From an optimization exercise on the open Yosys and OpenROAD flow, aimed at small area, a short achievable clock period and few clock cycles per item; shortcuts taken in it are not production practice. Function was checked by simulation only, so behaviour that the tests miss may differ from the original. Power figures rest on the tool's default switching activity, not on a simulated workload.

--- config.mk ---
export PLATFORM = sky130hd
export DESIGN_NAME = crsf_framer
export DESIGN_NICKNAME = crsf_framer
export VERILOG_FILES = /design/flow/design.v
export SDC_FILE = /design/flow/constraint.sdc
export NUM_CORES = 4
export LEC_CHECK = 0
export ABC_CLOCK_PERIOD_IN_PS = 3000
export CAP_MARGIN = 20
export CORE_MARGIN = 2
export CORE_UTILIZATION = 40
export SETUP_SLACK_MARGIN = 5
export SLEW_MARGIN = 20
--- constraint.sdc ---
create_clock -name core_clock -period 8.0 [get_ports {clk}]
set_input_delay 1.6000 -clock core_clock [delete_from_list [all_inputs] [get_ports {clk}]]
set_output_delay 1.6000 -clock core_clock [all_outputs]
set_load 0.01 [all_outputs]
--- design.v ---
module crsf_framer (
    input  wire       clk,
    input  wire       rst,         
    input  wire       in_valid,
    input  wire [7:0] in_data,
    output wire       in_ready,
    output wire       out_valid,
    output wire [7:0] out_data,
    output wire       out_last,
    input  wire       out_ready
);
    localparam [1:0] M_SEEK  = 2'd0,    
                     M_HSYNC = 2'd1,    
                     M_CAND  = 2'd2;    
    function automatic [7:0] crc8_step(input [7:0] r, input [7:0] d);
        integer k;
        reg [7:0] c;
        begin
            c = r ^ d;
            for (k = 0; k < 8; k = k + 1)
                c = c[7] ? ((c << 1) ^ 8'hD5) : (c << 1);
            crc8_step = c;
        end
    endfunction
    function automatic is_sync(input [7:0] b);
        is_sync = (b == 8'hC8) || (b == 8'hEA) || (b == 8'hEC) || (b == 8'hEE);
    endfunction
    function automatic len_ok(input [7:0] b);
        len_ok = (b[7:6] == 2'b00) && (b[5:1] != 5'd0) && (b[5:0] != 6'd63);
    endfunction
    reg [7:0] mem [0:63];
    reg  [7:0] ir;
    reg        ir_v;
    reg        in_rdy;
    reg  [6:0] wr;
    always @(posedge clk)
        ir <= in_data;
    always @(posedge clk)
        if (ir_v)
            mem[wr[5:0]] <= ir;
    reg  [6:0] ra;                 
    reg  [6:0] rp;                 
    reg  [7:0] rd;
    reg        rd_v;
    reg        ra_live;            
    wire       grant_r;
    wire [7:0] pdat;               
    wire       avail   = ra_live ? ir_v : grant_r;
    always @(posedge clk) begin
        rd <= ra_live ? ir : pdat;
        rp <= ra;
    end
    reg  [1:0] mode;
    reg  [6:0] s;                  
    reg  [5:0] k;                  
    reg  [7:0] crc;
    reg  [6:0] nxt;                
    reg        nxt_v;
    reg        psync;              
    wire       sy  = is_sync(rd);
    wire       lv  = len_ok(rd);
    wire [7:0] crc_n = crc8_step(crc, rd);
    wire       last  = (k == 6'd0);
    wire       pass  = (crc == rd);
    reg  [6:0] q0, q1, q2;         
    reg  [1:0] qn;
    reg        qfull;              
    wire       chk     = rd_v && (mode == M_CAND) && last;
    wire       commit  = chk && pass && !qfull;
    wire       stall   = chk && pass && qfull;
    wire       rewind  = chk && !pass && nxt_v;
    wire       flush   = stall || rewind;
    wire [6:0] flush_to = stall ? rp : (nxt + 7'd1);
    wire [6:0] ra_nx   = flush ? flush_to : ra + {6'd0, avail};
    wire       live_nx = flush ? 1'b0 :
                         ra_live ? 1'b1 : (grant_r && !ir_v && (ra + 7'd1 == wr));
    always @(posedge clk) begin
        if (rst) begin
            ra      <= 7'd0;
            rd_v    <= 1'b0;
            ra_live <= 1'b1;
        end else begin
            ra      <= ra_nx;
            rd_v    <= avail && !flush;
            ra_live <= live_nx;
        end
    end
    always @(posedge clk) begin
        if (rst) begin
            mode  <= M_SEEK;
            nxt_v <= 1'b0;
        end else if (rd_v) begin
            case (mode)
                M_SEEK: begin
                    if (sy) begin
                        mode <= M_HSYNC;
                        s    <= rp;
                    end
                end
                M_HSYNC: begin
                    if (lv) begin
                        mode  <= M_CAND;
                        k     <= rd[5:0] - 6'd1;
                        crc   <= 8'h00;
                        nxt_v <= 1'b0;
                        psync <= 1'b0;
                    end else if (sy) begin
                        s    <= rp;
                    end else begin
                        mode <= M_SEEK;
                    end
                end
                default: begin
                    if (!last) begin
                        crc   <= crc_n;
                        k     <= k - 6'd1;
                        psync <= sy;
                        if (psync && lv && !nxt_v) begin
                            nxt   <= rp - 7'd1;
                            nxt_v <= 1'b1;
                        end
                    end else if (pass) begin
                        if (!qfull)
                            mode <= M_SEEK;
                    end else if (nxt_v) begin
                        mode <= M_HSYNC;
                        s    <= nxt;
                    end else if (psync && lv) begin
                        s     <= rp - 7'd1;
                        k     <= rd[5:0] - 6'd1;
                        crc   <= 8'h00;
                        nxt_v <= 1'b0;
                        psync <= 1'b0;
                    end else if (sy) begin
                        mode <= M_HSYNC;
                        s    <= rp;
                    end else begin
                        mode <= M_SEEK;
                    end
                end
            endcase
        end
    end
    reg  [7:0] od, sd;             
    reg        ol, sl;
    reg        ov, sv;
    reg        e_act;
    reg  [6:0] e;                  
    reg  [1:0] eph;                
    reg  [5:0] rem;                
    reg        gr;                 
    reg  [5:0] pa;                 
    assign     grant_r = gr;
    wire       issue   = e_act && !sv && !grant_r;
    assign     pdat    = mem[pa];
    wire       e_last  = (eph == 2'd2) && (rem == 6'd1);
    wire       pop     = qn != 2'd0 && (!e_act || (issue && e_last));
    wire [6:0] e_nx    = pop ? q0 : issue ? e + 7'd1 : e;
    wire [1:0] qn_nx   = qn + {1'b0, commit} - {1'b0, pop};
    wire       qfull_nx = (qn_nx == 2'd3);
    wire       gr_nx   = !live_nx && !qfull_nx;
    always @(posedge clk) begin
        if (rst) begin
            gr <= 1'b0;
            pa <= 6'd0;
        end else begin
            gr <= gr_nx;
            pa <= gr_nx ? ra_nx[5:0] : e_nx[5:0];
        end
    end
    always @(posedge clk) begin
        if (sv) begin
            if (out_ready) begin
                od <= sd;
                ol <= sl;
            end
        end else if (!ov || out_ready) begin
            if (issue) begin
                od <= pdat;
                ol <= e_last;
            end
        end else if (issue) begin
            sd <= pdat;
            sl <= e_last;
        end
    end
    always @(posedge clk) begin
        if (rst) begin
            ov    <= 1'b0;
            sv    <= 1'b0;
            e_act <= 1'b0;
            qn    <= 2'd0;
            qfull <= 1'b0;
        end else begin
            if (sv) begin
                if (out_ready)
                    sv <= 1'b0;
            end else if (!ov || out_ready) begin
                ov <= issue;
            end else if (issue) begin
                sv <= 1'b1;
            end
            e <= e_nx;
            if (pop) begin
                eph   <= 2'd0;
                e_act <= 1'b1;
            end else if (issue) begin
                if (eph == 2'd0) begin
                    eph <= 2'd1;
                end else if (eph == 2'd1) begin
                    eph <= 2'd2;
                    rem <= pdat[5:0];
                end else begin
                    rem <= rem - 6'd1;
                    if (rem == 6'd1)
                        e_act <= 1'b0;
                end
            end
            if (pop) begin
                q0 <= (qn == 2'd1) ? s : q1;
                q1 <= (qn == 2'd2) ? s : q2;
                q2 <= s;
            end else begin
                if (qn == 2'd0) q0 <= s;
                if (qn == 2'd1) q1 <= s;
                if (qn == 2'd2) q2 <= s;
            end
            qn    <= qn_nx;
            qfull <= qfull_nx;
        end
    end
    wire [6:0] front = e_act ? e : (qn != 2'd0) ? q0 : (mode == M_SEEK) ? rp : s;
    wire [6:0] used  = wr - front;
    always @(posedge clk) begin
        if (rst) begin
            wr     <= 7'd0;
            ir_v   <= 1'b0;
            in_rdy <= 1'b1;
        end else begin
            wr     <= wr + {6'd0, ir_v};
            ir_v   <= in_valid && in_rdy;
            in_rdy <= ({1'b0, used} + {7'd0, ir_v} + {7'd0, in_rdy}) <= 8'd63;
        end
    end
    assign in_ready  = in_rdy;
    assign out_valid = ov;
    assign out_data  = od;
    assign out_last  = ol;
endmodule
--- flow/run.sh ---
#!/bin/bash
# The standard ORFS flow (the standard.sh, synthesis unchanged) with two
# changes to how the layout is made:
#   - port buffers use a regular buffer cell (buf_4) instead of a delay cell;
#   - timing repair aims for a setup slack of MARGIN ns at the fixed clock.
# The make output goes to flow_make.log; ORFS keeps each step's log under orfs/logs.
set -euo pipefail
MARGIN=5.3
sed "s/SETUP_SLACK_MARGIN=[0-9.]*/SETUP_SLACK_MARGIN=${MARGIN}/" standard.sh > standard_margin.sh
export BUFFER_PORTS_ARGS="-buffer_cell sky130_fd_sc_hd__buf_4"
bash standard_margin.sh > flow_make.log 2>&1
--- standard.sh ---
#!/bin/bash
# synth_recipe.tcl (not shown) runs the flow's synth.tcl, then flattens the netlist and writes it again
# the make line also repeats each setting of config.mk as NAME=value (left out here)
make -C /OpenROAD-flow-scripts/flow DESIGN_CONFIG=/design/flow/config.mk WORK_HOME=/design/flow/orfs CLKGATE_MAP_FILE= SYNTH_SCRIPT=/design/flow/synth_recipe.tcl "${@:-finish}"
==> results of run 1 <==
==> power by group <==
group          switching, mW  leakage [nW]  internal (mW)
Clock                   1.32          1.10           1.89
Sequential             0.180          5.85           3.93
Combinational           1.63          3.47           1.46
Total                   3.13          10.4           7.28
==> kinds of logic after synthesis <==
logic type               after synthesis  share of synthesized area [%]
AO/OA/AOI/OAI                        209                           5.12
XOR/XNOR                              80                           2.54
adder cells (fa/ha/maj)               26                           1.21
buffers and inverters                119                           2.46
flip-flops                           652                           69.0
multiplexers                         216                           13.7
AND/OR/NAND/NOR                      354                           6.02
==> state kept, by name, indices dropped and copies added (netlist names), 8 cells and up, named ones only <==
| name | flops |
|---|---|
| sd | 8 |
| od | 8 |
| crc | 8 |
| mem | 512 |
| rd | 8 |
| ir | 8 |
==> worst max-delay path by stage <==
stage	startpoint	to	cells after the start
floorplan	e_act$_SDFFE_PP0P_	register	17
global placement	sv$_SDFF_PP0_	register	14
detailed placement	sv$_SDFF_PP0_	register	14
CTS	k[0]$_DFFE_PP_	register	15
global route	rem[3]$_DFFE_PP_	register	14
finish	rem[3]$_DFFE_PP_	register	14
==> routing by layer <==
| metal | global-route usage, % | part of all wire (%) | up-vias |
|---|---|---|---|
| li1 | - | - | 6661 |
| met1 | 26.3 | 43 | 7724 |
| met2 | 31.6 | 48 | 536 |
| met3 | 3.21 | 5.9 | 122 |
| met4 | 5.48 | 2.9 | 0 |
| met5 | 0 | 0 | - |
==> per-stage QoR <==
stage	cell area (µm²)	instances	hold WS [ps]	power [mW]
2_1_floorplan	27600	1656	329	5.94
3_3_place_gp	28500	2488	404	6.53
3_5_place_dp	28500	2488	407	6.56
4_1_cts	31700	2654	415	10.3
5_1_grt	32200	2676	424	10.8
6_report	32200	2676	416	10.4
==> final cells by class <==
type                            count  area (µm²)  share of cell area (%)
Sequential cell                   652       19100                    59.2
Multi-Input combinational cell    886        8350                    26.0
Clock buffer                       92        1930                    5.99
Timing Repair Buffer              106        1290                    4.02
Tap cell                          882        1100                    3.43
Clock inverter                     28         320                   0.996
Inverter                           30         120                   0.373
==> Yosys cell counts (all sizes together) (8+ instances only) <==
| cell | instances |
|---|---|
| nor2 | 150 |
| a21o | 8 |
| edfxtp | 595 |
| a22oi | 8 |
| mux2 | 28 |
| inv | 28 |
| mux4 | 124 |
| nand2 | 81 |
| o22ai | 17 |
| buf | 51 |
| mux2i | 64 |
| a211oi | 23 |
| or3 | 11 |
| clkbuf | 38 |
| o21ai | 58 |
| nand2b | 10 |
| nor2b | 25 |
| nor3 | 12 |
| ha | 25 |
| a21oi | 49 |
| xor2 | 29 |
| nand3 | 30 |
| xnor2 | 51 |
| dfxtp | 57 |
==> cell usage in the layout, fill, tap and decap left out, types with 7 or more instances in the layout <==
cell type and count:
xnor2_1 49, o21ai_0 35, mux2_2 18, dfxtp_4 8, buf_12 10, nor2b_1 23
buf_4 59, xor2_1 28, or3_1 9, nor2_1 122, a21oi_1 41, mux2_1 7
inv_1 25, buf_6 21, mux4_2 122, dfxtp_1 37, clkbuf_1 16, nand2_2 7
a211oi_2 9, a22oi_1 7, edfxtp_1 595, nand3_1 30, o22ai_1 15, nand2_1 74
a21o_1 8, nand2b_1 8, clkinv_1 10, a211oi_1 11, mux2i_2 9, dfxtp_2 12
clkbuf_16 73, clkinv_2 7, ha_1 22, buf_16 11, o21ai_1 15, nor3_1 8
nor2_2 25, mux2i_1 52
==> timing repair <==
action                     in CTS  in global routing
buffers inserted               36                 22
setup endpoints to repair     132                192
pin swaps                      20                 24
gates cloned                   10                  0
gates resized for setup        88                 69
hold buffers                    0                  0
==> run summary, run 1 <==
nets roughly 1.8k; vias in the first global route approximately 15k; crit path max fanout 7; GR Util All Layers 19.2%; syn avg cell area approximately 17 µm²; CTS tree done; fin crit period ~3100 ps; count of pins over their slew limit 0; sequential area share after synthesis 69.0%; Die Height 266 µm; Starting Density 40.3%; antenna diode count 0; initial DRC count 1609; #FFs+latches synth 652; first-pass GRT wire length 100 mm; clk buf depth 3; H-tree Lvls 3; Most used DFF post-synth edfxtp_1; Max-Cap Viols 0; DRC viols 0; Worst path slowest cell or3_4; period utilization between 30% and 40%; pre-CTS setup slack 3650 ps; R2R depth 14; Worst Tran Pin Value slightly above 1000 ps; Slew Limit Headroom roughly 32%; insertion delay to the later sink of the worst-skew pair 600 ps; setup TNS 0 ps; Layout fillers 5687; die width 266 µm; CP Launch Type register; initial antenna violation count 0; DP HPWL 37.9 mm; top-area cell type share of the netlist area 64.8%; CP arrival ~3700 ps; Vias 15.0k; Max IR drop VDD 151 µV; Critical Path End Type register; Worst R2R Setup Slack 4870 ps; post-synth net total 1694; synth top area cells edfxtp_1 65%, mux4_2 10%, dfxtp_1 4.1%; routed wire length approximately 67 mm; hold_sp ra[6]$_SDFF_PP0_; Avg WL per Cell 25.1 µm; clock transition at the registers of the reported paths about 60 ps; leading area contributor after synthesis edfxtp_1; Cells after Synth 1656; clock root buffer clkbuf_16; Num CTS Buffers 70; critical path type register to register; Yosys cell types 82; Max Fclk 319 MHz; Die ar. 71000 µm²; P_leak ~10 nW; area growth from synthesis to layout 16.8%; PD cells 323 nW/µm²; pin count of the biggest net entering global routing 66; status timing/DRC/antenna clean; router iterations before antenna repair 5; Hold Path Class register to register; # rows 96; final-report setup violation count 0; CP max stage delay around 440 ps; cells along the critical path or3_4 -> o41ai_4 -> o21ai_4 -> clkinv_4 -> ha_4 -> inv_4 -> ha_4 -> xor2_2 -> xnor2_2 -> nor2b_2 -> nor2_2 -> a22oi_4 -> mux2_4 -> nor2_2; Synth Cell Area ~28000 µm²; Worst Hold Path EP rp[6]$_DFF_P_; crit-path leading delay family compound AO/OA/AOI/OAI gates; Worst Skew 20.3 ps; number of synthesized flops with an enable pin approximately 600; share of layout cells above drive strength 1 a little over a quarter; RSZ-0062 raised after global routing true; core area ~68000 µm²; warnings from Yosys 1; final hold vios 0; Num Clock Sinks 652; Final Util approximately 47%; fin worst setup slack 4870 ps; RR Startpoint rem[3]$_DFFE_PP_; drt via density 5.62; Antenna Violating Nets Remaining 0; asr flop ratio synth 0%; Required @ worst endpoint 8540 ps; GRT Residual Overflow 0; CP bufs+invs 2; # port buffers 22; GPL Wtd Cong ~0.84; hold path depth 0; I/O Pins 23
Testbench counts, summed over its fixed seeds: cycles 33,742, bytes 32,000.
==> inputs of run 2 (changes only) <==
--- a/design.v
+++ b/design.v
@@ -46,5 +46,5 @@
     wire       grant_r;
     wire [7:0] pdat;               
-    wire       avail   = ra_live ? ir_v : grant_r;
+    wire       avail   = ra_live ? ir_v : (grant_r && !fl);
     always @(posedge clk) begin
         rd <= ra_live ? ir : pdat;
@@ -72,7 +72,7 @@
     wire       flush   = stall || rewind;
     wire [6:0] flush_to = stall ? rp : (nxt + 7'd1);
-    wire [6:0] ra_nx   = flush ? flush_to : ra + {6'd0, avail};
-    wire       live_nx = flush ? 1'b0 :
-                         ra_live ? 1'b1 : (grant_r && !ir_v && (ra + 7'd1 == wr));
+    reg        fl;
+    wire [6:0] ra_inc  = ra + {6'd0, avail};
+    wire       live_nx = ra_live ? 1'b1 : (avail && !ir_v && (ra + 7'd1 == wr));
     always @(posedge clk) begin
         if (rst) begin
@@ -80,8 +80,10 @@
             rd_v    <= 1'b0;
             ra_live <= 1'b1;
-        end else begin
-            ra      <= ra_nx;
+            fl      <= 1'b0;
+        end else begin
+            ra      <= flush ? flush_to : ra_inc;
             rd_v    <= avail && !flush;
-            ra_live <= live_nx;
+            ra_live <= live_nx && !flush;
+            fl      <= flush;
         end
     end
@@ -159,5 +161,6 @@
     wire [1:0] qn_nx   = qn + {1'b0, commit} - {1'b0, pop};
     wire       qfull_nx = (qn_nx == 2'd3);
-    wire       gr_nx   = !live_nx && !qfull_nx;
+    wire [1:0] qn_hi   = qn + {1'b0, chk} - {1'b0, pop};
+    wire       gr_nx   = !live_nx && (qn_hi != 2'd3) && !(qn == 2'd3 && !pop);
     always @(posedge clk) begin
         if (rst) begin
@@ -166,5 +169,5 @@
         end else begin
             gr <= gr_nx;
-            pa <= gr_nx ? ra_nx[5:0] : e_nx[5:0];
+            pa <= gr_nx ? ra_inc[5:0] : e_nx[5:0];
         end
     end
==> run.sh (new file) <==
#!/bin/bash
# synth_recipe.tcl (not shown) runs the flow's synth.tcl, then flattens the netlist and writes it again
# the make line also repeats each setting of config.mk as NAME=value (left out here)
make -C /OpenROAD-flow-scripts/flow DESIGN_CONFIG=/design/flow/config.mk WORK_HOME=/design/flow/orfs CLKGATE_MAP_FILE= SYNTH_SCRIPT=/design/flow/synth_recipe.tcl finish
removed: flow/run.sh
removed: standard.sh
==> run summary, run 2 <==
RSZ-0062 raised after global routing true; DRC viols 0; count of pins over their slew limit 0; clock share of power 32.6%; first-pass GRT wire length 99.9 mm; Max IR drop VDD 173 µV; top-count cell post-synth edfxtp_1; GRT Residual Overflow 0; routed wire length 66.5 mm; GR Util All Layers 18.9%; die width 266 µm; Num CTS Buffers 72; number of synthesized flops with an enable pin between 500 and 600; sequential area share after synthesis 69.3%; clock transition at the registers of the reported paths 60 ps; syn avg cell area 15.9 µm²; Cells after Synth around 1.7k; status timing/DRC/antenna clean; vias in the first global route roughly 16k; nets 1847; Avg WL per Cell 24.2 µm; placed cell count approximately 2.6k; CTS tree done; hold_sp ra[6]$_SDFF_PP0_; DP HPWL 40.1 mm; Max-Cap Viols 0; Die Height approximately 270 µm; RR Startpoint wr[0]$_SDFF_PP0_; Num Clock Sinks 653; Worst R2R Setup Slack 4960 ps; # rows 96; CP Launch Type register; router iterations before antenna repair 7; Antenna Violating Nets Remaining 0; fin crit period 3040 ps; Slew Limit Headroom between 30% and 40%; Worst Hold Path EP rp[6]$_DFF_P_; Internal Power 7.01 mW; Layout fillers between 5k and 6k; fin worst setup slack 4960 ps; Synth top cells by count 595 x edfxtp_1, 134 x nor2_1, 105 x mux2i_1, 88 x mux4_2, 81 x nand2_1; Critical Path End Type register; critical path type register to register; pin count of the biggest net entering global routing 66; area of the multi-input gates 8130 µm²; most frequent cells in the layout 595 x edfxtp_1, 130 x nor2_1, 105 x mux2i_1, 88 x mux4_2, 81 x nand2_1; commonest non-fill, non-tap cell in the layout edfxtp_1; core area 68200 µm²; GPL Wtd Cong 0.829; setup TNS 0 ps; final-report setup violation count 0; area growth from synthesis to layout 15.2%; Combinational Power Share 26.3%; crit path max fanout 13; Die ar. 70800 µm²; Most used DFF post-synth edfxtp_1; Register Area 19100 µm²; cts hold-fix bufs 0; clock root buffer clkbuf_16; Starting Density 40.3%; R2R depth 4; Final Non-Filler Cells 2746; Psw about 3.0 mW; clk buf depth 3; CP arrival 3280 ps; # port buffers 22; Sw Ratio 30.3%; period utilization a little under two fifths; Hold Path Class register to register; Vias about 16k; Yosys cell types 75; Worst Tran Pin Value 1020 ps; drt via density 5.69; I/O Pins 23; initial antenna violation count 1; post-synth net total 1773; warnings from Yosys 1; H-tree Lvls 3; worst flop-to-flop path endpoint mem[51][3]$_DFFE_PP_; Max Fclk around 330 MHz; Worst Skew 34.4 ps; synth top area cells edfxtp_1 65%, mux4_2 7.2%, dfxtp_1 4.2%; initial DRC count 1573; max reg flops 512; final hold vios 0; PD cells between 300 and 400 nW/µm²; Required @ worst endpoint approximately 8000 ps; pre-CTS setup slack 4110 ps; asr flop ratio synth 0%; insertion delay to the later sink of the worst-skew pair 610 ps; leading area contributor after synthesis edfxtp_1; Synth Cell Area 27500 µm²; top-area cell type share of the netlist area 65.1%; antenna diode count 0; #FFs+latches synth 653; P_leak 10.3 nW; hold path depth 0; share of layout cells above drive strength 1 18.6%; Reg power frac about two fifths
-- run 2: power groups by stage --
stage	clock (mW)	sequential (mW)	combinational (mW)
final	3.27	4.13	2.65
after global routing	3.47	4.14	2.84
after CTS	3.34	4.15	2.49
after detailed placement	0	4.22	2.39
after global placement	0	4.22	2.35
after floorplan	0	4.11	1.76
-- run 2: timing repair --
item / in CTS / in global routing
pin swaps: 5 / 11
buffers inserted: 6 / 32
resized for setup: 44 / 20
gates cloned: 2 / 1
setup endpoints to repair: 97 / 96
-- run 2: logic make-up after synthesis --
kind of cell	after synthesis	share of synthesized area, %
buffers and inverters	123	1.93
and+or+nand+nor	378	6.50
adders and majority gates	29	1.38
DFF	653	69.3
muxes	208	11.7
xor gates and xnor gates	73	2.33
AOI/OAI and AO/OA	268	6.92
-- run 2: stage by stage --
stage	utilization, %	hold slack, ps	total power [mW]	instance area (µm²)
2_1_floorplan	-	326	5.87	27600
3_5_place_dp	42.1	396	6.61	28700
6_report	46.4	409	10.1	31700
4_1_cts	45.9	410	9.99	31300
5_1_grt	46.4	420	10.5	31700
3_3_place_gp	42.1	395	6.57	28700
-- run 2: cell type report --
type                    instances  share of cell area [%]
clock buffers                  87                    6.20
clock inverters                45                    1.27
inverters                      33                   0.470
multi-input cells             957                    25.7
flip-flops and latches        653                    60.2
well taps                     882                    3.49
repair buffers                 88                    2.64
repair inverters                1                  0.0277
-- run 2: how the worst max path moves through the flow --
stage,startpoint,end,slack (ps),cells after the start
2_1_floorplan,e_act$_SDFFE_PP0P_,register,4960,15
3_3_place_gp,sv$_SDFF_PP0_,register,4240,12
3_5_place_dp,sv$_SDFF_PP0_,register,4110,12
4_1_cts,e_act$_SDFFE_PP0P_,register,5010,12
5_1_grt,wr[0]$_SDFF_PP0_,mem[3][7]$_DFFE_PP_,4900,4
6_report,wr[0]$_SDFF_PP0_,mem[51][3]$_DFFE_PP_,4960,4
-- run 2: routing by layer --
metal | wire [µm] | vias to the layer above | track usage, %
li1 | - | 6960 | -
met3 | 4160 | 136 | 3.63
met5 | 0 | - | 0
met1 | 28300 | 7994 | 25.5
met4 | 2120 | 0 | 6.32
met2 | 32000 | 534 | 30.9
-- run 2: critical path, cell delays in order, from the launching register on --
cell	delay, ps
dfxtp_1	780
inv_1	320
nor2_1	220
nand3_1	520
nor2_1	830
Testbench counts of run 2, summed over its fixed seeds: cycles 33,795, bytes 32,000.
==> inputs of run 3 (changes only) <==
--- a/design.v
+++ b/design.v
@@ -172,16 +172,18 @@
         end
     end
-    always @(posedge clk) begin
-        if (sv) begin
-            if (out_ready) begin
-                od <= sd;
-                ol <= sl;
-            end
-        end else if (!ov || out_ready) begin
-            if (issue) begin
-                od <= pdat;
-                ol <= e_last;
-            end
-        end else if (issue) begin
+    reg  [7:0] oc;
+    reg        ocl;
+    wire       take_s = sv && out_ready;
+    wire       take_p = !sv && (!ov || out_ready) && issue;
+    wire [7:0] od_nx  = take_s ? sd : take_p ? pdat : oc;
+    wire       ol_nx  = take_s ? sl : take_p ? e_last : ocl;
+    always @(posedge clk) begin
+        od <= od_nx;
+        ol <= ol_nx;
+        if (take_s || take_p) begin
+            oc  <= od_nx;
+            ocl <= ol_nx;
+        end
+        if (!sv && ov && !out_ready && issue) begin
             sd <= pdat;
             sl <= e_last;
==> flow/run.sh (new file) <==
#!/bin/bash
# The standard ORFS flow (the standard.sh, synthesis unchanged) with two
# changes to how the layout is made:
#   - port buffers use a regular buffer cell (buf_4) instead of a delay cell;
#   - timing repair aims for a setup slack of MARGIN ns at the fixed clock.
# The make output goes to flow_make.log; ORFS keeps each step's log under orfs/logs.
set -euo pipefail
MARGIN=5.3
sed "s/SETUP_SLACK_MARGIN=[0-9.]*/SETUP_SLACK_MARGIN=${MARGIN}/" standard.sh > standard_margin.sh
export BUFFER_PORTS_ARGS="-buffer_cell sky130_fd_sc_hd__buf_4"
bash standard_margin.sh > flow_make.log 2>&1
==> standard.sh (new file) <==
#!/bin/bash
# synth_recipe.tcl (not shown) runs the flow's synth.tcl, then flattens the netlist and writes it again
# the make line also repeats each setting of config.mk as NAME=value (left out here)
make -C /OpenROAD-flow-scripts/flow DESIGN_CONFIG=/design/flow/config.mk WORK_HOME=/design/flow/orfs CLKGATE_MAP_FILE= SYNTH_SCRIPT=/design/flow/synth_recipe.tcl "${@:-finish}"
--- a/config.mk
+++ b/config.mk
@@ -10,4 +10,6 @@
 export CORE_MARGIN = 2
 export CORE_UTILIZATION = 40
+export CTS_CLUSTER_DIAMETER = 100
+export CTS_CLUSTER_SIZE = 25
 export SETUP_SLACK_MARGIN = 5
 export SLEW_MARGIN = 20
removed: run.sh
==> run summary, run 3 <==
Num Clock Sinks 662; H-tree Lvls 1; status timing/DRC/antenna clean; first-pass GRT wire length 105 mm; initial DRC count approximately 2.0k; final hold vios 0; #FFs+latches synth around 660; syn avg cell area 15.9 µm²; GPL Wtd Cong between 0.8 and 0.9; Stages on worst setup path 13; clk buf depth 3; Yosys cell types 83; Antenna Violating Nets Remaining 0; GR Util All Layers a little under a fifth; share of layout cells above drive strength 1 between 20% and 30%; R2R depth 13; DRC viols 0; count of pins over their slew limit 0; Max IR drop VDD 223 µV; crit path max fanout 6; most frequent cells in the layout 595 x edfxtp_1, 116 x buf_4, 97 x mux4_2, 89 x nor2_1; post-synth net total 1826; Synth top cells by count 595 x edfxtp_1, 136 x nor2_1, 89 x mux4_2, 80 x nand2_1, 77 x mux2i_1; hold_ws 412 ps; Required @ worst endpoint 8560 ps; hold path depth 0; Max-Cap Viols 0; critical path type register to register; CP Launch Type register; router iterations before antenna repair 8; CTS tree done; RSZ-0062 raised after global routing true; period utilization 37.3%; placed cell count approximately 2.7k; cells along the critical path or3_4 -> o41ai_4 -> nand2_4 -> inv_12 -> ha_4 -> inv_2 -> ha_4 -> xnor2_2 -> xnor2_2 -> a32oi_2 -> buf_4 -> a21oi_1 -> a211oi_2; Worst Skew 32.0 ps; Slew Limit Headroom 37.1%; CP arrival 3550 ps; Die Height roughly 270 µm; hold_sp ra[6]$_SDFF_PP0_; initial antenna violation count 0; DP HPWL 44.0 mm; Worst path slowest cell or3_4; RR Startpoint rem[3]$_DFFE_PP_; Most used DFF post-synth edfxtp_1; die width around 270 µm; warnings from Yosys 1; antenna diode count 0; clock root buffer clkbuf_16; Num CTS Buffers 31; routed wire length 70.9 mm; top-count cell post-synth edfxtp_1; Worst Hold Path EP rp[6]$_DFF_P_; number of synthesized flops with an enable pin 595; drt via density around 5.8; core area 70100 µm²; Die ar. between 70000 and 80000 µm²; final-report setup violation count 0; Vias between 15k and 20k; area growth from synthesis to layout 13.2%; leading area contributor after synthesis edfxtp_1; clock transition at the registers of the reported paths 100 ps; # rows 97; crit-path leading delay family compound AO/OA/AOI/OAI gates; nets roughly 1.9k; Hold Path Class register to register; Max Fclk 335 MHz; synth top area cells edfxtp_1 63%, mux4_2 7.1%, dfxtp_1 4.7%; insertion delay to the later sink of the worst-skew pair about 650 ps; P_leak between 10 and 15 nW; max reg flops just over 500; PD cells 294 nW/µm²; commonest non-fill, non-tap cell in the layout edfxtp_1; setup TNS 0 ps; vias in the first global route 15.7k; GRT Residual Overflow 0; pin count of the biggest net entering global routing 66; sequential area share after synthesis 67.7%; Synth Cell Area 28400 µm²; Worst R2R Setup Slack 5020 ps; CP bufs+invs 3; fin crit period between 2000 and 3000 ps; # port buffers 22; Final Non-Filler Cells 2838; final total power between 9 and 10 mW; CP max stage delay 460 ps; asr flop ratio synth 0%; Cells after Synth 1785; top-area cell type share of the netlist area roughly 63%; Avg WL per Cell ~25 µm; Critical Path End Type register; Worst Tran Pin Value 940 ps; Starting Density 40.4%; I/O Pins 23
run 3: power by group:
group / switching (mW) / total, mW / internal [mW]
sequential: 0.183 / 4.20 / 4.01
clock: 1.07 / 1.82 / 0.751
combinational: 1.81 / 3.40 / 1.59
run 3: per-layer routing:
layer | wire length, µm | track usage [%] | vias up
met4 | 1460 | 4.00 | 0
met3 | 4970 | 2.76 | 94
met2 | 32100 | 29.1 | 660
met1 | 32400 | 28.7 | 8418
li1 | - | - | 7174
met5 | 0 | 0 | -
run 3: through the flow:
stage / setup slack, ps / utilization [%] / area [µm²]
2_1_floorplan: 4780 / - / 28500
3_3_place_gp: 4080 / 42.0 / 29500
3_5_place_dp: 4000 / 42.0 / 29500
4_1_cts: 5050 / 44.8 / 31400
5_1_grt: 4910 / 45.8 / 32100
6_report: 5020 / 45.8 / 32100
run 3: area by class of cell:
type / instances / area (µm²)
inverters: 31 / 139
clock inverters: 5 / 66.3
clock buffers: 52 / 855
well taps: 940 / 1180
multi-input cells: 995 / 9070
repair inverters: 2 / 17.5
fillers: 6124 / 38100
repair buffers: 151 / 1490
flip-flops and latches: 662 / 19300
run 3: logic make-up (layout without fill, tap and decap cells):
| kind of cell | count (synthesis) | after routing | share of synthesized area (%) |
|---|---|---|---|
| mux | 207 | 207 | 12.4 |
| fa+ha+maj | 29 | 29 | 1.33 |
| flops | 662 | 662 | 67.7 |
| buf+inv | 128 | 241 | 2.31 |
| compound gates | 267 | 267 | 6.67 |
| xor+xnor | 75 | 75 | 2.32 |
| simple gates | 417 | 417 | 7.21 |
run 3: worst max path at each step:
stage | endpoint | start
2_1_floorplan | register | e_act$_SDFFE_PP0P_
3_3_place_gp | register | e_act$_SDFFE_PP0P_
3_5_place_dp | register | e_act$_SDFFE_PP0P_
4_1_cts | register | k[0]$_DFFE_PP_
5_1_grt | register | k[0]$_DFFE_PP_
6_report | register | rem[3]$_DFFE_PP_
run 3: what timing repair did:
item	CTS	global route
resized for setup	119	62
endpoints found under the hold margin	0	0
hold buffers	0	0
gates cloned	6	3
setup endpoints to repair	363	280
pin swaps	30	22
setup buffers	48	52
Testbench counts of run 3, summed over its fixed seeds: cycles 33,795, bytes 32,000.
==> inputs of run 4 (changes only) <==
--- a/design.v
+++ b/design.v
@@ -156,11 +156,13 @@
     wire       issue   = e_act && !sv && !grant_r;
     assign     pdat    = mem[pa];
-    wire       e_last  = (eph == 2'd2) && (rem == 6'd1);
+    reg        el;                 
+    reg  [6:0] e_p1;               
+    wire       e_last  = el;
     wire       pop     = qn != 2'd0 && (!e_act || (issue && e_last));
-    wire [6:0] e_nx    = pop ? q0 : issue ? e + 7'd1 : e;
+    wire [6:0] e_nx    = pop ? q0 : issue ? e_p1 : e;
     wire [1:0] qn_nx   = qn + {1'b0, commit} - {1'b0, pop};
     wire       qfull_nx = (qn_nx == 2'd3);
-    wire [1:0] qn_hi   = qn + {1'b0, chk} - {1'b0, pop};
-    wire       gr_nx   = !live_nx && (qn_hi != 2'd3) && !(qn == 2'd3 && !pop);
+    wire       full_hi = pop ? (qn == 2'd3 && chk) : (qn == 2'd3 || (qn == 2'd2 && chk));
+    wire       gr_nx   = !live_nx && !full_hi;
     always @(posedge clk) begin
         if (rst) begin
@@ -197,4 +199,5 @@
             qn    <= 2'd0;
             qfull <= 1'b0;
+            el    <= 1'b0;
         end else begin
             if (sv) begin
@@ -207,4 +210,12 @@
             end
             e <= e_nx;
+            if (pop)
+                e_p1 <= q0 + 7'd1;
+            else if (issue)
+                e_p1 <= e_p1 + 7'd1;
+            if (pop)
+                el <= 1'b0;
+            else if (issue)
+                el <= (eph == 2'd2) && (rem == 6'd2);
             if (pop) begin
                 eph   <= 2'd0;
@@ -236,5 +247,8 @@
     end
     wire [6:0] front = e_act ? e : (qn != 2'd0) ? q0 : (mode == M_SEEK) ? rp : s;
-    wire [6:0] used  = wr - front;
+    reg  [6:0] front_q;
+    wire [6:0] used  = wr - front_q;
+    always @(posedge clk)
+        front_q <= rst ? 7'd0 : front;
     always @(posedge clk) begin
         if (rst) begin
--- a/flow/run.sh
+++ b/flow/run.sh
@@ -6,5 +6,5 @@
 # The make output goes to flow_make.log; ORFS keeps each step's log under orfs/logs.
 set -euo pipefail
-MARGIN=5.3
+MARGIN=5.4
 sed "s/SETUP_SLACK_MARGIN=[0-9.]*/SETUP_SLACK_MARGIN=${MARGIN}/" standard.sh > standard_margin.sh
 export BUFFER_PORTS_ARGS="-buffer_cell sky130_fd_sc_hd__buf_4"
==> run summary, run 4 <==
fin crit period 2720 ps; router iterations before antenna repair 5; share of layout cells above drive strength 1 17.4%; CP Launch Type register; count of pins over their slew limit 0; Critical Path End Type primary output; Max Fclk 368 MHz; Synth Cell Area 28800 µm²; post-synth net total 1999; Num CTS Buffers 34; drt via density approximately 5.6; pre-CTS setup slack 4210 ps; commonest non-fill, non-tap cell in the layout edfxtp_1; DRC viols 0; Sw Ratio 34.0%; clock root buffer clkbuf_16; #FFs+latches synth around 680; GR Layer Usage met2 29.5%; nets 2016; initial DRC count 1689; GR Util met1 26.3%; Reg power frac 45.0%; GR Util All Layers about 18%; max reg flops 512; CTS tree done; Avg WL per Cell approximately 24 µm; sequential area share after synthesis 67.9%; routed wire length 69.5 mm; setup TNS 0 ps; H-tree Lvls 2; fin worst setup slack approximately 5300 ps; initial antenna violation count 0; Required @ worst endpoint 6400 ps; GR peak layer met2; DP HPWL 42.5 mm; final total power about 9.7 mW; crit path max fanout 1; clock transition at the registers of the reported paths around 100 ps; GPL Wtd Cong ~0.90; pin count of the biggest net entering global routing 66; first-pass GRT wire length 103 mm; Num Clock Sinks between 600 and 700; Die Height 273 µm; CP max stage delay 400 ps; Psw 3.29 mW; status timing/DRC/antenna clean; Internal Power 6.38 mW; synth top area cells edfxtp_1 63%, mux2i_1 6.0%, dfxtp_1 5.2%; leading area contributor after synthesis edfxtp_1; cells along the critical path buf_6; asr flop ratio synth 0%; final hold vios 0; warnings from Yosys 1; crit-path leading delay family flip-flops; antenna diode count 0; # rows a little under 100; Combinational Power Share 34.2%; top-area cell type share of the netlist area between 60% and 70%; Antenna Violating Nets Remaining 0; critical path type register to primary output; Worst Tran Pin Value 937 ps; number of synthesized flops with an enable pin approximately 600; post-route cell area between 30000 and 40000 µm²; # port buffers 22; Synth top cells by count 602 x edfxtp_1, 174 x mux2i_1, 168 x nor2_1, 109 x nand2_1, 80 x a22oi_1; clk buf depth 3; RSZ-0062 raised after global routing true; PD cells 301 nW/µm²; insertion delay to the later sink of the worst-skew pair 600 ps; Worst Skew roughly 45 ps; vias in the first global route about 16k; Hold Path Class register to register; P_leak 10.2 nW; Cells after Synth 1959; top-count cell post-synth edfxtp_1; placed cell area 30000 µm²; area growth from synthesis to layout 11.2%; met3 track demand over resource 2.05%; Yosys cell types 78; core area 71500 µm²; syn avg cell area 14.7 µm²; Vias 16.7k; Starting Density 40.4%; GRT Residual Overflow 0; Die ar. 74300 µm²; CP bufs+invs 1; Most used DFF post-synth edfxtp_1; Max IR drop VDD 168 µV; I/O Pins 23; Worst path slowest cell dfxtp_4; clock share of power 20.8%; Slew Limit Headroom 37.3%; period utilization 33.9%; Max-Cap Viols 0; CP arrival about 1100 ps; die width 273 µm; final-report setup violation count 0; most frequent cells in the layout 602 x edfxtp_1, 172 x mux2i_1, 124 x nor2_1, 106 x nand2_1, 80 x a22oi_1
## run 4: path summary, 6_finish.rpt
check | startpoint | endpoint | slack (ps) | cells past startpoint
max | od[5]$_DFF_P_ | out_data[5] | 5280 | 1
min | ra[5]$_SDFF_PP0_ | rp[5]$_DFF_P_ | 400 | 0
max reg2reg | ir_v$_SDFF_PP0_ | mem[52][7]$_DFFE_PP_ | 5390 | 3
min reg2reg | ra[5]$_SDFF_PP0_ | rp[5]$_DFF_P_ | 400 | 0
## run 4: cell type report
| cell class | instances | area [µm²] |
|---|---|---|
| Sequential cell | 677 | 19700 |
| Timing Repair inverter | 2 | 13.8 |
| Inverter | 45 | 188 |
| Multi-Input combinational cell | 1131 | 9000 |
| Clock inverter | 7 | 116 |
| Tap cell | 950 | 1190 |
| Fill cell | 6316 | 39400 |
| Clock buffer | 55 | 951 |
| Timing Repair Buffer | 85 | 978 |
## run 4: timing repair
item                       in CTS  in global routing
pin swaps                       2                 16
setup endpoints to repair     267                311
cloned                          5                  4
setup buffers                  18                 12
hold buffers                    0                  0
resized for setup             103                 61
## run 4: per-stage QoR
step | hold WS [ps] | instances | util, %
finish | 401 | 2952 | 44.9
global placement | 382 | 2851 | 42.0
detailed placement | 391 | 2851 | 42.0
CTS | 401 | 2936 | 44.3
global route | 417 | 2952 | 44.9
floorplan | 326 | 1959 | -
## run 4: kinds of logic (layout without fill, tap and decap cells)
logic type / after synthesis / in the layout / synth area share [%]
compound gates: 303 / 303 / 7.19
mux: 255 / 255 / 11.3
buf+inv: 151 / 194 / 2.36
xor+xnor: 74 / 74 / 2.32
fa+ha+maj: 28 / 28 / 1.24
flops: 677 / 677 / 67.9
simple gates: 471 / 471 / 7.67
## run 4: power by group through the flow
stage	combinational (mW)	sequential, mW	clock, mW
final	3.30	4.36	2.01
after global routing	3.52	4.37	2.18
after CTS	3.17	4.36	2.06
after detailed placement	2.86	4.43	0
after global placement	2.81	4.43	0
after floorplan	2.09	4.30	0
## run 4: routing by layer
metal	vias to the layer above	wire length, µm
met5	-	0
met4	0	1780
met3	88	3450
met2	484	32800
met1	8553	31500
li1	7553	-
Testbench counts of run 4, summed over its fixed seeds: cycles 33,860, bytes 32,000.
==> inputs of run 5 (changes only) <==
==> run.sh (new file) <==
#!/bin/bash
# synth_recipe.tcl (not shown) runs the flow's synth.tcl, then flattens the netlist and writes it again
# the make line also repeats each setting of config.mk as NAME=value (left out here)
make -C /OpenROAD-flow-scripts/flow DESIGN_CONFIG=/design/flow/config.mk WORK_HOME=/design/flow/orfs CLKGATE_MAP_FILE= SYNTH_SCRIPT=/design/flow/synth_recipe.tcl finish
removed: flow/run.sh
removed: standard.sh
==> run summary, run 5 <==
vias in the first global route roughly 16k; DRC viols 0; I/O Pins 23; period utilization between 30% and 40%; met1 wire length 30.5 mm; Worst Skew 24.1 ps; Antenna Violating Nets Remaining 0; # port buffers 22; P_leak 9.87 nW; drt via density 5.63; clock root buffer clkbuf_16; Synth top cells by count 602 x edfxtp_1, 174 x mux2i_1, 168 x nor2_1, 109 x nand2_1, 80 x a22oi_1; Slew Limit Headroom 35.0%; Die ar. around 74000 µm²; max reg flops 512; PD cells around 300 nW/µm²; Critical Path End Type register; clock transition at the registers of the reported paths 100 ps; share of layout cells above drive strength 1 10.6%; core area 71500 µm²; commonest non-fill, non-tap cell in the layout edfxtp_1; insertion delay to the later sink of the worst-skew pair 650 ps; Die Height 273 µm; sequential area share after synthesis 67.9%; Yosys cell types 78; final-report setup violation count 0; number of synthesized flops with an enable pin 602; count of pins over their slew limit 0; critical path type register to register; Worst Tran Pin Value 971 ps; synth top area cells edfxtp_1 63%, mux2i_1 6.0%, dfxtp_1 5.2%; top-count cell post-synth edfxtp_1; asr flop ratio synth 0%; CTS tree done; die width 273 µm; GPL Wtd Cong between 0.8 and 0.9; Max Fclk 333 MHz; most frequent cells in the layout 602 x edfxtp_1, 174 x mux2i_1, 162 x nor2_1, 108 x nand2_1, 80 x a22oi_1; #FFs+latches synth 677; metal3 WL 4.00 mm; leading area contributor after synthesis edfxtp_1; clk buf depth 3; routed wire length approximately 67 mm; cts hold-fix bufs 0; Num Clock Sinks 677; area growth from synthesis to layout 8.01%; fin crit period 3000 ps; first-pass GRT wire length 102 mm; crit path max fanout 17; Max-Cap Viols 0; Cells after Synth between 1.5k and 2k; CP Launch Type register; router iterations before antenna repair 6; Num CTS Buffers 31; Vias 16.4k; met2 WL 31.3 mm; nets 1978; RSZ-0062 raised after global routing true; H-tree Lvls 1; pin count of the biggest net entering global routing 66; status timing/DRC/antenna clean; DP HPWL 43.1 mm; fin worst setup slack approximately 5000 ps; initial DRC count 1648; GRT Residual Overflow 0; pre-CTS setup slack 4120 ps; Most used DFF post-synth edfxtp_1; warnings from Yosys 1; Required @ worst endpoint 8280 ps; setup TNS 0 ps; final hold vios 0; Starting Density approximately two fifths; Avg WL per Cell 23.1 µm; Hold Path Class register to register; # rows roughly 100; initial antenna violation count 3; syn avg cell area 14.7 µm²; top sig layer met4; Synth Cell Area 28800 µm²; Max IR drop VDD 181 µV; CP arrival around 3300 ps; GR Util All Layers 18.0%; post-synth net total ~2k; top-area cell type share of the netlist area 62.7%
==> run 5: cell type report <==
type                       instances  area (µm²)
fill                            6366       40300
sequential                       677       19600
multi-input combinational       1131        8740
tap                              950        1190
clock buffer                      55         891
timing repair buffer              51         505
inverter                          45         178
clock inverter                     3        42.5
timing repair inverter             1        5.00
antenna                            1        2.50
==> run 5: final timing paths <==
path | start | endpoint | slack [ps] | cells after the start
worst max register to register | wr[1]$_SDFF_PP0_ | mem[47][6]$_DFFE_PP_ | 5000 | 2
worst max-delay path | wr[1]$_SDFF_PP0_ | mem[47][6]$_DFFE_PP_ | 5000 | 2
worst min-delay path | ra[5]$_SDFF_PP0_ | rp[5]$_DFF_P_ | 410 | 0
worst min register to register | ra[5]$_SDFF_PP0_ | rp[5]$_DFF_P_ | 410 | 0
==> run 5: cells by family after synthesis <==
kind of cell / share of synthesized area [%]
buffers and inverters: 2.36
multiplexers: 11.3
flip-flops: 67.9
XOR/XNOR: 2.32
AO/OA/AOI/OAI: 7.19
adder cells (fa/ha/maj): 1.24
AND/OR/NAND/NOR: 7.67
==> run 5: worst max-delay path, cell delays in order (launching register included) <==
cell and delay [ps]:
dfxtp_1 910, nand4_1 790, nor2_1 940
==> run 5: through the flow <==
stage               instances  hold slack [ps]  utilization (%)  power (mW)  cell area, µm²
floorplan                1959              326                -        6.38           28900
global placement         2849              396             42.0        7.24           30000
detailed placement       2849              396             42.0        7.29           30000
CTS                      2910              412             43.4        9.14           31000
global route             2913              427             43.6        9.55           31200
finish                   2914              407             43.6        9.13           31200
==> run 5: report_power, final <==
group          switching (mW)  total, mW  internal, mW  leakage (nW)
logic                    1.81       2.95          1.14          3.37
clock network            1.08       1.86         0.772         0.446
registers               0.199       4.32          4.12          6.06
total                    3.10       9.13          6.03          9.87
==> run 5: what timing repair did <==
| item | in CTS | in global routing |
|---|---|---|
| resized for setup | 29 | 23 |
| setup buffers | 1 | 3 |
| pin swaps | 1 | 0 |
| setup endpoints to repair | 79 | 87 |
| gates cloned | 2 | 0 |
==> run 5: routing by layer <==
layer,up-vias,GRT usage [%]
li1,7488,-
met1,8296,26.6
met2,544,28.4
met3,79,2.23
met4,0,4.11
met5,-,0
==> inputs of run 6 (changes only) <==
--- a/design.v
+++ b/design.v
@@ -40,5 +40,5 @@
             mem[wr[5:0]] <= ir;
     reg  [6:0] ra;                 
-    reg  [6:0] rp;                 
+    wire [6:0] rp = ra - 7'd1;     
     reg  [7:0] rd;
     reg        rd_v;
@@ -49,5 +49,4 @@
     always @(posedge clk) begin
         rd <= ra_live ? ir : pdat;
-        rp <= ra;
     end
     reg  [1:0] mode;
@@ -144,7 +143,7 @@
         end
     end
-    reg  [7:0] od, sd;             
-    reg        ol, sl;
-    reg        ov, sv;
+    reg  [7:0] od;                 
+    reg        ol;
+    reg        ov;
     reg        e_act;
     reg  [6:0] e;                  
@@ -154,5 +153,5 @@
     reg  [5:0] pa;                 
     assign     grant_r = gr;
-    wire       issue   = e_act && !sv && !grant_r;
+    wire       issue   = e_act && !grant_r && (!ov || out_ready);
     assign     pdat    = mem[pa];
     reg        el;                 
@@ -176,24 +175,17 @@
     reg  [7:0] oc;
     reg        ocl;
-    wire       take_s = sv && out_ready;
-    wire       take_p = !sv && (!ov || out_ready) && issue;
-    wire [7:0] od_nx  = take_s ? sd : take_p ? pdat : oc;
-    wire       ol_nx  = take_s ? sl : take_p ? e_last : ocl;
+    wire [7:0] od_nx  = issue ? pdat : oc;
+    wire       ol_nx  = issue ? e_last : ocl;
     always @(posedge clk) begin
         od <= od_nx;
         ol <= ol_nx;
-        if (take_s || take_p) begin
+        if (issue) begin
             oc  <= od_nx;
             ocl <= ol_nx;
         end
-        if (!sv && ov && !out_ready && issue) begin
-            sd <= pdat;
-            sl <= e_last;
-        end
     end
     always @(posedge clk) begin
         if (rst) begin
             ov    <= 1'b0;
-            sv    <= 1'b0;
             e_act <= 1'b0;
             qn    <= 2'd0;
@@ -201,12 +193,5 @@
             el    <= 1'b0;
         end else begin
-            if (sv) begin
-                if (out_ready)
-                    sv <= 1'b0;
-            end else if (!ov || out_ready) begin
-                ov <= issue;
-            end else if (issue) begin
-                sv <= 1'b1;
-            end
+            ov <= issue || (ov && !out_ready);
             e <= e_nx;
             if (pop)
==> flow/run.sh (new file) <==
#!/bin/bash
# The standard ORFS flow (the standard.sh, synthesis unchanged) with two
# changes to how the layout is made:
#   - port buffers use a regular buffer cell (buf_4) instead of a delay cell;
#   - timing repair aims for a setup slack of MARGIN ns at the fixed clock.
# The make output goes to flow_make.log; ORFS keeps each step's log under orfs/logs.
set -euo pipefail
MARGIN=5.4
sed "s/SETUP_SLACK_MARGIN=[0-9.]*/SETUP_SLACK_MARGIN=${MARGIN}/" standard.sh > standard_margin.sh
export BUFFER_PORTS_ARGS="-buffer_cell sky130_fd_sc_hd__buf_4"
bash standard_margin.sh > flow_make.log 2>&1
==> standard.sh (new file) <==
#!/bin/bash
# synth_recipe.tcl (not shown) runs the flow's synth.tcl, then flattens the netlist and writes it again
# the make line also repeats each setting of config.mk as NAME=value (left out here)
make -C /OpenROAD-flow-scripts/flow DESIGN_CONFIG=/design/flow/config.mk WORK_HOME=/design/flow/orfs CLKGATE_MAP_FILE= SYNTH_SCRIPT=/design/flow/synth_recipe.tcl "${@:-finish}"
removed: run.sh
==> run summary, run 6 <==
commonest non-fill, non-tap cell in the layout edfxtp_1; # port buffers 22; #FFs+latches synth 660; Slew Limit Headroom about 25%; Num Clock Sinks 660; clock root buffer clkbuf_16; CTS tree done; max reg flops 512; Required @ worst endpoint 8350 ps; RSZ-0062 raised after global routing true; Adder-Cell Fraction of Synth Area 1.53%; Critical Path End Type register; CP Launch Type register; post-route cell area 31700 µm²; pre-CTS setup slack 4150 ps; Antenna Violating Nets Remaining 0; pin count of the biggest net entering global routing 66; synth top area cells edfxtp_1 64%, mux4_2 10%, dfxtp_1 4.8%; Die ar. 71600 µm²; GRT Residual Overflow 0; count of pins over their slew limit 0; PD cells 304 nW/µm²; initial antenna violation count 0; Vias 15.4k; routed wire length just under 70 mm; sequential area share after synthesis 68.9%; share of layout cells above drive strength 1 24.9%; fin crit period 2830 ps; Hold Path Class register to register; Final Non-Filler Cells 2732; top-area cell type share of the netlist area 64.1%; die width roughly 270 µm; area growth from synthesis to layout 14.2%; placed cell count 2598; first-pass GRT wire length 102 mm; Worst Tran Pin Value 1130 ps; # rows 96; largest family of logic cells by synthesized area multiplexers; Max IR drop VDD roughly 180 µV; Synth Cell Area 27800 µm²; asr flop ratio synth 0%; I/O Pins 23; Worst Skew ~64 ps; Max Fclk 353 MHz; nets 1821; most frequent cells in the layout 593 x edfxtp_1, 124 x mux4_2, 102 x nor2_1, 78 x nand2_1, 63 x buf_4; clk buf depth 3; crit-path leading delay family multiplexers; cells along the critical path buf_12 -> buf_6 -> buf_12 -> buf_16 -> mux4_2 -> mux4_2 -> mux2_4 -> o21ai_4 -> a21oi_2; crit path max fanout 7; setup TNS 0 ps; clock transition at the registers of the reported paths 100 ps; Max-Cap Viols 0; status timing/DRC/antenna clean; Avg WL per Cell 25.3 µm; placed cell area 29000 µm²; Synth Area in XOR/XNOR 2.49%; Worst path slowest cell mux4_2; core area 68700 µm²; Stages on worst setup path 9; Layout fillers 5911; antenna diode count 0; CP arrival around 3200 ps; final hold vios 0; R2R depth 9; router iterations before antenna repair 6; H-tree Lvls 1; CP max stage delay about 520 ps; vias in the first global route 15.3k; warnings from Yosys 1; simple-gate share of the synthesized area 6.65%; GR Util All Layers 19.3%; syn avg cell area roughly 16 µm²; Yosys cell types 72; Num CTS Buffers 30; post-synth net total 1759; initial DRC count 1634; Most used DFF post-synth edfxtp_1; period utilization 35.4%; CP bufs+invs 4; post-synthesis mux area share between 10% and 20%; critical path type register to register; GPL Wtd Cong 0.840; Die Height 268 µm; insertion delay to the later sink of the worst-skew pair 670 ps; Synth Area in Compound Gates 4.84%; drt via density about 5.6; final-report setup violation count 0; Starting Density 40.5%; number of synthesized flops with an enable pin 593; DP HPWL 40.4 mm; fin worst setup slack approximately 5200 ps; Synth top cells by count 593 x edfxtp_1, 137 x nor2_1, 124 x mux4_2, 82 x nand2_1, 67 x dfxtp_1; P_leak roughly 10 nW; hold path depth 1; hold_ws 462 ps; top-count cell post-synth edfxtp_1; Cells after Synth roughly 1.7k; DRC viols 0; leading area contributor after synthesis edfxtp_1
## run 6: cell count changes after synthesis, sizes merged, moves of 8 or more
cell and delta:
mux2i -110, mux4 +69, a22oi -59, nor2 -31, nand2 -28, nand3 -19, a221oi -12, nor3 -11
a311oi -9, edfxtp -9, dfxtp -8
## run 6: layout make-up
cell class | instances | area [µm²] | area share, %
clock buffer | 52 | 843 | 2.66
sequential | 660 | 19200 | 60.6
inverter | 37 | 175 | 0.552
timing repair buffer | 123 | 1570 | 4.95
clock inverter | 4 | 50.0 | 0.158
tap | 931 | 1160 | 3.67
multi-input combinational | 925 | 8700 | 27.4
## run 6: final timing paths
| kind | from | to | slack, ps |
|---|---|---|---|
| max | register | rem[2]$_DFFE_PP_ | 5170 |
| max reg2reg | register | rem[2]$_DFFE_PP_ | 5170 |
| min reg2reg | oc[4]$_DFFE_PP_ | od[4]$_DFF_P_ | 460 |
| min | oc[4]$_DFFE_PP_ | od[4]$_DFF_P_ | 460 |
## run 6: timing repair
item,in CTS,in global routing
resized for setup,157,55
setup buffers,47,16
hold buffers,0,0
pin swaps,14,12
endpoints found under the setup margin,293,204
cloned,15,0
## run 6: cell families (layout without fill, tap and decap cells)
logic type               Yosys count  after routing
flip-flops                       660            660
adder cells (fa/ha/maj)           33             33
XOR/XNOR                          79             79
buffers and inverters            131            216
AND/OR/NAND/NOR                  387            387
AO/OA/AOI/OAI                    208            209
multiplexers                     217            217
## run 6: power by group
part	switching [mW]	internal [mW]	leakage, nW
Clock	1.07	0.730	0.419
Combinational	1.85	1.78	3.73
Sequential	0.204	4.02	5.92
## run 6: routing by layer
metal	global-route usage, %	vias up	part of all wire [%]
li1	-	6793	-
met1	27.4	8061	43
met2	31.9	483	48
met3	2.84	74	6.1
met4	3.79	0	1.9
met5	0	-	0
## run 6: worst register-to-register path, cell delays in order (launching register included)
cell and delay, ps:
dfxtp_4 370, buf_12 150, buf_6 140, buf_12 100, buf_16 120, mux4_2 490
mux4_2 520, mux2_4 340, o21ai_4 250, a21oi_2 90
## run 6: metrics by stage
stage / util (%) / power [mW]
after detailed placement: 42.3 / 6.92
after global routing: 46.2 / 10.0
after floorplan: - / 6.15
after global placement: 42.2 / 6.91
after CTS: 45.7 / 9.54
final: 46.2 / 9.65
Testbench counts of run 6, summed over its fixed seeds: cycles 33,860, bytes 32,000.
==> inputs of run 7 (changes only) <==
--- a/config.mk
+++ b/config.mk
@@ -9,5 +9,5 @@
 export CAP_MARGIN = 20
 export CORE_MARGIN = 2
-export CORE_UTILIZATION = 40
+export CORE_UTILIZATION = 55
 export CTS_CLUSTER_DIAMETER = 100
 export CTS_CLUSTER_SIZE = 25
==> run summary, run 7 <==
sequential area share after synthesis 68.9%; core area 50100 µm²; Most used DFF post-synth edfxtp_1; post-synth net total 1759; Antenna Violating Nets Remaining 0; Worst path slowest cell dfxtp_4; initial antenna violation count 0; Num CTS Buffers 30; setup TNS 0 ps; top-count cell post-synth edfxtp_1; Synth Area in Compound Gates 4.84%; vias in the first global route 15.0k; pin count of the biggest net entering global routing 66; area growth from synthesis to layout 12.5%; critical path type register to primary output; Critical Path End Type primary output; post-synthesis mux area share 13.5%; Slew Limit Headroom about 23%; insertion delay to the later sink of the worst-skew pair roughly 670 ps; simple-gate share of the synthesized area ~6.6%; leading area contributor after synthesis edfxtp_1; routed wire length 70.0 mm; router iterations before antenna repair 7; GR Util All Layers 26.8%; worst setup path startpoint od[7]$_DFF_P_; clock transition at the registers of the reported paths 110 ps; Vias roughly 15k; Final Non-Filler Cells 2451; Avg WL per Cell approximately 29 µm; commonest non-fill, non-tap cell in the layout edfxtp_1; placed cell count 2333; Worst Tran Pin Value 1150 ps; CP max stage delay ~390 ps; Die Height 229 µm; cells along the critical path buf_6; drt via density between 6 and 7; Final Util 62.5%; Worst Skew 37.9 ps; hold_sp oc[5]$_DFFE_PP_; initial DRC count between 1.5k and 2k; top-area cell type share of the netlist area approximately 64%; most frequent cells in the layout 593 x edfxtp_1, 124 x mux4_2, 91 x nor2_1, 76 x nand2_1, 57 x mux2i_1; crit path max fanout 1; die width between 200 and 250 µm; Required @ worst endpoint 6400 ps; Adder-Cell Fraction of Synth Area 1.53%; fin crit period 2770 ps; count of pins over their slew limit 0; Hold Path Class register to register; warnings from Yosys 1; RSZ-0062 raised after global routing true; # port buffers 22; # rows just over 80; clk buf depth 3; crit-path leading delay family flip-flops; Max Fclk approximately 360 MHz; period utilization 34.7%; P_leak 9.92 nW; I/O Pins 23; CP bufs+invs 1; Max-Cap Viols 0; final hold vios 0; Synth Cell Area ~28000 µm²; Max IR drop VDD 213 µV; Die ar. between 50000 and 60000 µm²; clock root buffer clkbuf_16; CTS tree done; CP Launch Type register; H-tree Lvls 1; nets 1798; Synth Area in XOR/XNOR 2.49%; CP arrival 1170 ps; DP HPWL 41.4 mm; cts hold-fix bufs 0; first-pass GRT wire length 103 mm; Cells after Synth between 1.5k and 2k; number of synthesized flops with an enable pin a little under 600; Synth top cells by count 593 x edfxtp_1, 137 x nor2_1, 124 x mux4_2, 82 x nand2_1, 67 x dfxtp_1; Num Clock Sinks 660; asr flop ratio synth 0%; #FFs+latches synth 660; Starting Density 55.5%; GRT Residual Overflow 0; Yosys cell types 72; GPL Wtd Cong 0.874; synth top area cells edfxtp_1 64%, mux4_2 10%, dfxtp_1 4.8%; share of layout cells above drive strength 1 between 20% and 30%; max reg flops about 500; PD cells 305 nW/µm²; DRC viols 0; largest family of logic cells by synthesized area multiplexers; final-report setup violation count 0; status timing/DRC/antenna clean; syn avg cell area 16.2 µm²
run 7: cell types whose count changed in the layout (fill, tap and decap cells not counted), moves of 4 or more:
cell / delta
dfxtp_1: -5
nand3_1: -4
buf_16: -5
nor2_4: +11
dfxtp_2: +7
nor2_1: -11
buf_4: -17
mux2_4: -4
o21ai_1: +8
nand3_2: +4
o21ai_2: -6
run 7: final cells by class:
cell class | count | area (µm²)
Tap cell | 672 | 841
Timing Repair Buffer | 100 | 1340
Multi-Input combinational cell | 925 | 8780
Antenna cell | 1 | 2.50
Clock buffer | 53 | 858
Clock inverter | 3 | 46.3
Sequential cell | 660 | 19200
Fill cell | 3688 | 18800
Inverter | 37 | 175
run 7: per-stage QoR:
| stage | cell area [µm²] | setup slack [ps] | hold WS [ps] | power [mW] |
|---|---|---|---|---|
| finish | 31300 | 5230 | 472 | 9.54 |
| global route | 31300 | 5180 | 499 | 9.89 |
| CTS | 30900 | 5220 | 487 | 9.41 |
| detailed placement | 28700 | 4050 | 461 | 6.91 |
| global placement | 28700 | 4140 | 452 | 6.88 |
| floorplan | 27900 | 4860 | 431 | 6.15 |
run 7: final timing paths:
kind,slack (ps),to,cells after the start
max,5230,out_data[7],1
max reg2reg,5250,rem[3]$_DFFE_PP_,9
min,470,od[5]$_DFF_P_,2
min reg2reg,470,od[5]$_DFF_P_,2
run 7: cells by family after synthesis:
logic type / count (synthesis)
AO/OA/AOI/OAI: 208
buffers and inverters: 131
multiplexers: 217
adder cells (fa/ha/maj): 33
flip-flops: 660
AND/OR/NAND/NOR: 387
XOR/XNOR: 79
run 7: repair_timing:
| action | CTS | global route |
|---|---|---|
| cloned | 12 | 2 |
| gates resized for setup | 160 | 68 |
| buffers inserted | 40 | 7 |
| endpoints found under the setup margin | 361 | 302 |
| pin swaps | 13 | 15 |
run 7: power breakdown:
group | internal [mW] | switching [mW]
Sequential | 4.02 | 0.260
Clock | 0.742 | 1.07
Combinational | 1.68 | 1.77
Total | 6.44 | 3.10
run 7: metal layers:
metal | up-vias | global-route usage [%] | wire, µm | share of wire (%)
li1 | 6728 | - | - | -
met1 | 7993 | 39.8 | 30800 | 44
met3 | 79 | 3.29 | 3890 | 5.6
met4 | 0 | 6.27 | 1680 | 2.4
met2 | 513 | 42.9 | 33700 | 48
met5 | - | 0 | 0 | 0

## separate check: timing with driven ports
No port has a modelled driver above. Below, the same layouts with a new extraction and two added sets of constraints.
Step 1 sets driving cells, clkbuf_16 on the clock port and buf_2 on the other inputs (assumed; they add their load-dependent delay and slew).
Step 2 times the ports against the registers' clock, not the clock port: input delays grow and output delays shrink by t, the midpoint of the rising clock arrivals with the driver on.
Three values: ideal, step 1, step 2; two values: the first two.
| run | t (ns) | setup WS [ns] | worst hold slack (ns) | latest minus earliest clock arrival (ns) | pins driven straight from the clock port |
|---|---|---|---|---|---|
| run 1 | 0.653 | 4.869 / 4.869 / 4.869 | 0.416 / 0.416 / 0.416 | 0.024 / 0.024 | 1 |
| run 2 | 0.657 | 4.961 / 4.961 / 4.512 | 0.409 / 0.409 / 0.409 | 0.036 / 0.036 | 1 |
| run 3 | 0.700 | 5.015 / 5.015 / 4.722 | 0.412 / 0.412 / 0.412 | 0.033 / 0.033 | 1 |
| run 4 | 0.643 | 5.284 / 5.219 / 4.863 | 0.401 / 0.401 / 0.401 | 0.046 / 0.047 | 1 |
| run 5 | 0.701 | 4.996 / 4.990 / 4.399 | 0.407 / 0.407 / 0.407 | 0.029 / 0.029 | 1 |
| run 6 | 0.704 | 5.169 / 5.169 / 4.649 | 0.462 / 0.462 / 0.462 | 0.066 / 0.065 | 1 |
| run 7 | 0.704 | 5.225 / 5.163 / 4.689 | 0.472 / 0.472 / 0.472 | 0.049 / 0.050 | 1 |
After both steps setup and hold are still met in every run listed. The setup slack of run 5, which loses most, moves by -0.006 ns with the drivers and by -0.597 ns with both steps.
